Context: an optimization exercise on an open-source flow, tuned for a short achievable clock period and few clock cycles. The choices shown serve that exercise and are no tape-out recipe. The RTL was checked by simulation tests, not by an equivalence proof against the original design.

==> run a <==
Design tfac_core, start of the top module:
module tfac_core (
    input  wire        clk,
    input  wire        rst,               
    input  wire        cfg_decode_halt,   
    input  wire        cfg_mem_halt,      
    input  wire [3:0]  bp_en,
    input  wire [63:0] bp_addr,           
    input  wire        resume,            
    output wire        paused,
    output wire        halted,
    output reg         ram_req,
    output reg         ram_we,
    output reg  [12:0] ram_addr,
    output reg  [15:0] ram_wdata,
    input  wire        ram_gnt,
    input  wire [15:0] ram_rdata,         
    output reg         cin_req,
    output reg         cin_int,           
    input  wire        cin_valid,
    input  wire        cin_eof,
    input  wire [15:0] cin_data,
    output reg         cout_valid,
    output reg         cout_int,          
    output reg  [15:0] cout_data,
    input  wire        cout_ready,
    output reg         diag_valid,
    output reg  [2:0]  diag_code,
    output reg  [15:0] diag_addr,
    output reg  [15:0] diag_data,
    input  wire [3:0]  dbg_sel,
    output wire [15:0] dbg_data,
    output wire        flag_z,
    output wire        flag_c,
    output wire [15:0] ir
);
    localparam D_DECODE  = 3'd1;
    localparam D_UNMAP_R = 3'd2;
    localparam D_UNMAP_W = 3'd3;
    localparam D_IO_EXH  = 3'd4;
    localparam CL = 5;                   
    localparam CN = 1 << CL;
    localparam TW = 13 - CL;             
    localparam IO_IDLE = 2'd0;
    localparam IO_CIN  = 2'd1;           
    localparam IO_COUT = 2'd2;           
    localparam IO_FCIN = 2'd3;           
    reg [15:0] regs [0:14];              
    reg [15:0] pc_q;                     
    reg        z_q, c_q;
    reg [15:0] ir_q;
    reg        halted_q, paused_q;
    reg        pause_pend;               
    assign paused   = paused_q;
    assign halted   = halted_q;
    assign dbg_data = (dbg_sel == 4'd15) ? pc_q : regs[dbg_sel];
    assign flag_z   = z_q;
    assign flag_c   = c_q;
    assign ir       = ir_q;
    wire running = !halted_q && !paused_q && !pause_pend;
    reg [15:0]   c_data [0:CN-1];
    reg [TW-1:0] c_tag  [0:CN-1];
    reg [CN-1:0] c_val;
    reg [15:0] fa;                       
  ...
export LEC_CHECK = 0
export ABC_CLOCK_PERIOD_IN_PS = 4500
export CAP_MARGIN = 20
export CORE_MARGIN = 2
export CORE_UTILIZATION = 40
export PLACE_DENSITY = 0.6
export SETUP_SLACK_MARGIN = 4.5
export SLEW_MARGIN = 20
export TNS_END_PERCENT = 5
create_clock -name core_clock -period 10.0 [get_ports {clk}]
run.sh (not shown) runs the stock make flow with config.mk's settings and CLKGATE_MAP_FILE= SYNTH_SCRIPT=/design/flow/synth_recipe.tcl, a recipe that flattens the netlist after the stock synthesis.
==> inputs of run b, as changes to run a <==
--- a/flow/design.v
+++ b/flow/design.v
@@ -219,16 +219,17 @@
         end
     endfunction
     wire ls_cin  = sum_is(vrn3, imm6, 16'hF000) || sum_is(vrn3, imm6, 16'hF002);
     wire ls_cout = sum_is(vrn3, imm6, 16'hF001) || sum_is(vrn3, imm6, 16'hF003);
     wire ea_cin  = is_pop  ? ((sp == 16'hF000) || (sp == 16'hF002)) : ls_cin;
     wire ea_cout = is_push ? ((sp == 16'hF002) || (sp == 16'hF004)) : ls_cout;
     wire ea_io   = is_wr ? ea_cout : ea_cin;
     reg        sb_v;
+    reg        sw_v;                     
     reg [15:0] sb_addr;
     reg [15:0] sb_data;
     wire pop_fwd = is_pop && sb_v && (sp == sb_addr);
     reg        cfg_dh, cfg_mh;
     reg [3:0]  bpen_q;
     reg [63:0] bpa_q;
     always @(posedge clk) begin
         cfg_dh <= cfg_decode_halt;
@@ -291,24 +292,26 @@
             else if (io_wait)
                 ex_go = cin_done || cout_done;
             else if (pop_fwd)
                 ex_go = 1'b1;
             else if (ea_ram) begin
                 ex_go = ram_gnt;
                 go_lw = ram_gnt && !is_wr;
             end else if (ea_io) begin
-                ex_go    = (is_wr && cout_ready) || (!is_wr && ra_ok);
-                start_io = !(is_wr && cout_ready);
+                ex_go    = is_wr ? cout_ready : (cin_valid || ra_ok);
+                start_io = is_wr ? !cout_ready : !cin_valid;
             end else
                 ex_go = 1'b1;                            
         end
     end
+    wire        cin_fmt  = (io_st == IO_IDLE) ? ea[1] : io_addr[1];
     wire [15:0] cin_word = cin_eof ? 16'h0000 :
-                           (io_addr[1] ? cin_data : {8'h00, cin_data[7:0]});
+                           (cin_fmt ? cin_data : {8'h00, cin_data[7:0]});
+    wire        cin_in   = io_wait || (ea_io && !is_wr && cin_valid);
     reg        w_en;   reg [3:0] w_reg;  reg [15:0] w_val;      
     reg        s_en;   reg [15:0] s_val;                        
     reg        f_en;                                            
     reg        redir;                                           
     reg        late_pc;                                         
     reg        dg_en;  reg [2:0] dg_code; reg [15:0] dg_addr, dg_data;
     reg        mdiag;
     reg        do_halt;
@@ -345,33 +348,33 @@
             end
         end else if (is_str) begin
             if (!ea_ram && !ea_cout) begin
                 dg_en = 1'b1; dg_code = D_UNMAP_W; dg_addr = ea; dg_data = st_val;
                 mdiag = 1'b1;
             end
         end else begin
             w_reg = is_ldr ? rd3 : f118;
-            w_val = io_wait ? cin_word : (pop_fwd ? sb_data : 16'h0000);
+            w_val = cin_in ? cin_word : (pop_fwd ? sb_data : 16'h0000);
             if (pop_fwd) begin
                 w_en = (f118 != 4'd15);
                 if (f118 == 4'd14)
                     w_val = sb_data + 16'd1;
                 else
                     s_en = 1'b1;
                 redir = (f118 == 4'd15);
             end else if (!ea_ram) begin
-                w_en = !(!io_wait && ea_io);
+                w_en = !(!cin_in && ea_io);
                 if (is_pop && f118 == 4'd14) begin
                     w_val = w_val + 16'd1;
                 end else if (is_pop)
                     s_en = 1'b1;
-                if (io_wait) begin
+                if (cin_in) begin
                     if (cin_eof) begin
-                        dg_en = 1'b1; dg_code = D_IO_EXH; dg_addr = io_addr; dg_data = 16'h0000;
+                        dg_en = 1'b1; dg_code = D_IO_EXH; dg_addr = io_wait ? io_addr : ea; dg_data = 16'h0000;
                         mdiag = 1'b1;
                     end
                 end else if (!ea_io) begin
                     dg_en = 1'b1; dg_code = D_UNMAP_R; dg_addr = ea; dg_data = 16'h0000;
                     mdiag = 1'b1;
                 end
             end else if (is_pop) begin
                 s_en = (f118 != 4'd14);
@@ -506,28 +509,30 @@
     wire [15:0] f_word1  = c_data[cidx1];
     wire lw_pc   = lw_v && (lw_reg == 4'd15);
     wire st_go   = ex_go && is_wr && ea_ram;
     wire st_kill = st_go && sum_is(ea_b, {{10{ea_o[5]}}, ea_o}, fa);
     wire st_kill_b = st_go && sum_is(ea_b, {{10{ea_o[5]}}, ea_o}, fa + 16'd1);
     wire kill    = stop || late_redir || pop_pc || st_kill || lp_chk || (st_kill1 && ex_go);
     wire flush   = any_redir || stop || late_redir || pop_pc || lp_chk || (st_kill1 && ex_go);
     wire dlv_ok  = running && !lw_pc && !kill;
-    wire av0     = dlv_ok && (c_hit || rd_ok);
-    wire av1     = av0 && c_hit1 && !st_kill_b;
+    wire sw_hit0 = sw_v && (want == sb_addr);
+    wire sw_hit1 = sw_v && (want_inc == sb_addr);
+    wire av0     = dlv_ok && (c_hit || rd_ok) && !sw_hit0;
+    wire av1     = av0 && c_hit1 && !st_kill_b && !sw_hit1;
     wire rem_s1  = !flush && ex_v && s1_v && ex_go && !i1;         
     wire rem_s0  = !flush && ex_v && !s1_v && !ex_go;              
     wire rem_2   = !flush && ex_v && s1_v && !ex_go;               
     wire rem_0   = !(rem_s1 || rem_s0 || rem_2);
     wire deliver = rem_0 ? av0 : ((rem_s1 || rem_s0) && av0);
     wire acc_fast = !ex_v || !s1_v || (!is_mem && !rd_lw);
     wire [15:0] fq = redir_go ? rtgt :
                      ((acc_fast && rd_ok) ? fa + 16'd1 : fa);
     wire fetch_req = running && !port_data;
-    wire slow_fetch = running && !ex_v && !lw_pc && (fa[15:13] != 3'b000) && (io_st == IO_IDLE);
+    wire slow_fetch = running && !ex_v && !lw_pc && !lp_chk && (fa[15:13] != 3'b000) && (io_st == IO_IDLE);
     wire fa_cin     = (fa == 16'hF000) || (fa == 16'hF002);
     wire fcin_done  = (io_st == IO_FCIN) && cin_valid;
     reg bp_want, bp_want1, bp_fa;
     integer k;
     always @* begin
         bp_want = 1'b0;
         bp_want1 = 1'b0;
         bp_fa   = 1'b0;
@@ -564,16 +569,17 @@
             z_q        <= 1'b0;
             c_q        <= 1'b0;
             ir_q       <= 16'h0000;
             halted_q   <= 1'b0;
             paused_q   <= 1'b0;
             pause_pend <= 1'b0;
             c_val      <= {CN{1'b0}};
             sb_v       <= 1'b0;
+            sw_v       <= 1'b0;
             sb_addr    <= 16'h0000;
             sb_data    <= 16'h0000;
             fa         <= 16'h0000;
             pf_v       <= 1'b0;
             pf_addr    <= 16'h0000;
             ex_v       <= 1'b0;
             s1_v       <= 1'b0;
             lw_v       <= 1'b0;
@@ -596,24 +602,24 @@
                     fa   <= ram_rdata;
                 end else
                     regs[lw_reg] <= lw_inc ? ram_rdata + 16'd1 : ram_rdata;
             end
             if (pause_pend) begin
                 pause_pend <= 1'b0;
                 paused_q   <= 1'b1;
             end
-            if (pf_v && pf_addr[15:13] == 3'b000 &&
-                !(st_go && ea[CL-1:0] == pf_addr[CL-1:0])) begin
+            if (pf_v && pf_addr[15:13] == 3'b000) begin
                 c_data[pf_addr[CL-1:0]] <= ram_rdata;
                 c_tag[pf_addr[CL-1:0]]  <= pf_addr[12:CL];
                 c_val[pf_addr[CL-1:0]]  <= 1'b1;
             end
-            if (st_go && c_val[ea[CL-1:0]] && c_tag[ea[CL-1:0]] == ea[12:CL])
-                c_data[ea[CL-1:0]] <= st_val;
+            if (sw_v && c_val[sb_addr[CL-1:0]] && c_tag[sb_addr[CL-1:0]] == sb_addr[12:CL])
+                c_data[sb_addr[CL-1:0]] <= sb_data;
+            sw_v <= st_go;
             if (st_go) begin
                 sb_v    <= 1'b1;
                 sb_addr <= ea;
                 sb_data <= st_val;
             end
             pf_v    <= fetch_gnt;
             pf_addr <= fq;
             if (start_io) begin
@@ -755,12 +761,13 @@
                 fa     <= fa + 16'd1;
             end
             if (paused_q && resume) begin
                 paused_q <= 1'b0;
                 fa       <= pc_q;
                 pf_v     <= 1'b0;
                 c_val    <= {CN{1'b0}};
                 sb_v     <= 1'b0;
+                sw_v     <= 1'b0;
             end
         end
     end
 endmodule
==> comparison table <==
| item | run b | run a |
|---|---|---|
| Maximum single-stage delay on the critical path | 0.61 ns | 0.63 ns |
| Slew at the pin closest to its max-slew limit | 1.302 ns | 1.337 ns |
| Max frequency | 0.1326 GHz | 0.1294 GHz |
| Period minus WS final | 7.541 ns | 7.731 ns |
| Clock network contribution to total cell area | 3.960% | 3.959% |
| Crit share post-route | 75.41% | 77.31% |
| Via count of the first global-routing pass | 110000 | 113100 |
| Detailed-route via count | 121500 | 124600 |
| Final estimated routing congestion in global placement | 1.131 | 1.117 |
| Average wire length per cell after detail routing | 44.40 µm | 44.06 µm |
| Average size of a mapped cell | 9.808 µm² | 9.530 µm² |
| Worst slew margin relative to its limit | 13.23% | 8.329% |
| Number of vias per cell | 7.260 | 7.281 |
| Fill cell count | 26840 | 26840 |
| Antenna cell count | 46 | 57 |
| Fraction of the mapped netlist area in compound gates | 14.57% | 15.15% |
| Setup bufs post-CTS | 353 | 260 |
| Standard cell area after detailed placement | 0.1271 mm² | 0.1290 mm² |
| Outcome | finished clean | finished clean |
Testbench counts of run a, summed over its fixed seeds: cycles 26,821.
Testbench counts of run b, summed over its fixed seeds: cycles 26,787.

-- separate check: timing with driven ports --
The results above use ideal ports. As a check the final layouts listed here were re-extracted and re-timed, cells and wires unchanged.
Step 1 sets driving cells, clkbuf_16 on the clock port and buf_2 on the other inputs (assumed; they add their load-dependent delay and slew).
Step 2 adds t to the input delays and takes it off the output delays; t is the mean of the earliest and latest rising clock arrival at the registers after step 1. Input paths then give back, and output paths get back, about the clock's delay inside the block.
Three values: ideal, step 1, step 2; two values: the first two.
run | t, ns | slack for setup (ns) | worst setup path after step 2 | worst slew at a driven data input, ns
run a | 1.021 | 2.270 / 2.270 / 2.008 | input to register | 0.16
run b | 1.014 | 2.459 / 2.355 / 2.459 | register to register | 0.13
After both steps every run listed still meets setup and hold. For run a, which loses most, drivers alone change the setup slack by 0.000 ns; drivers and shift together by -0.262 ns.
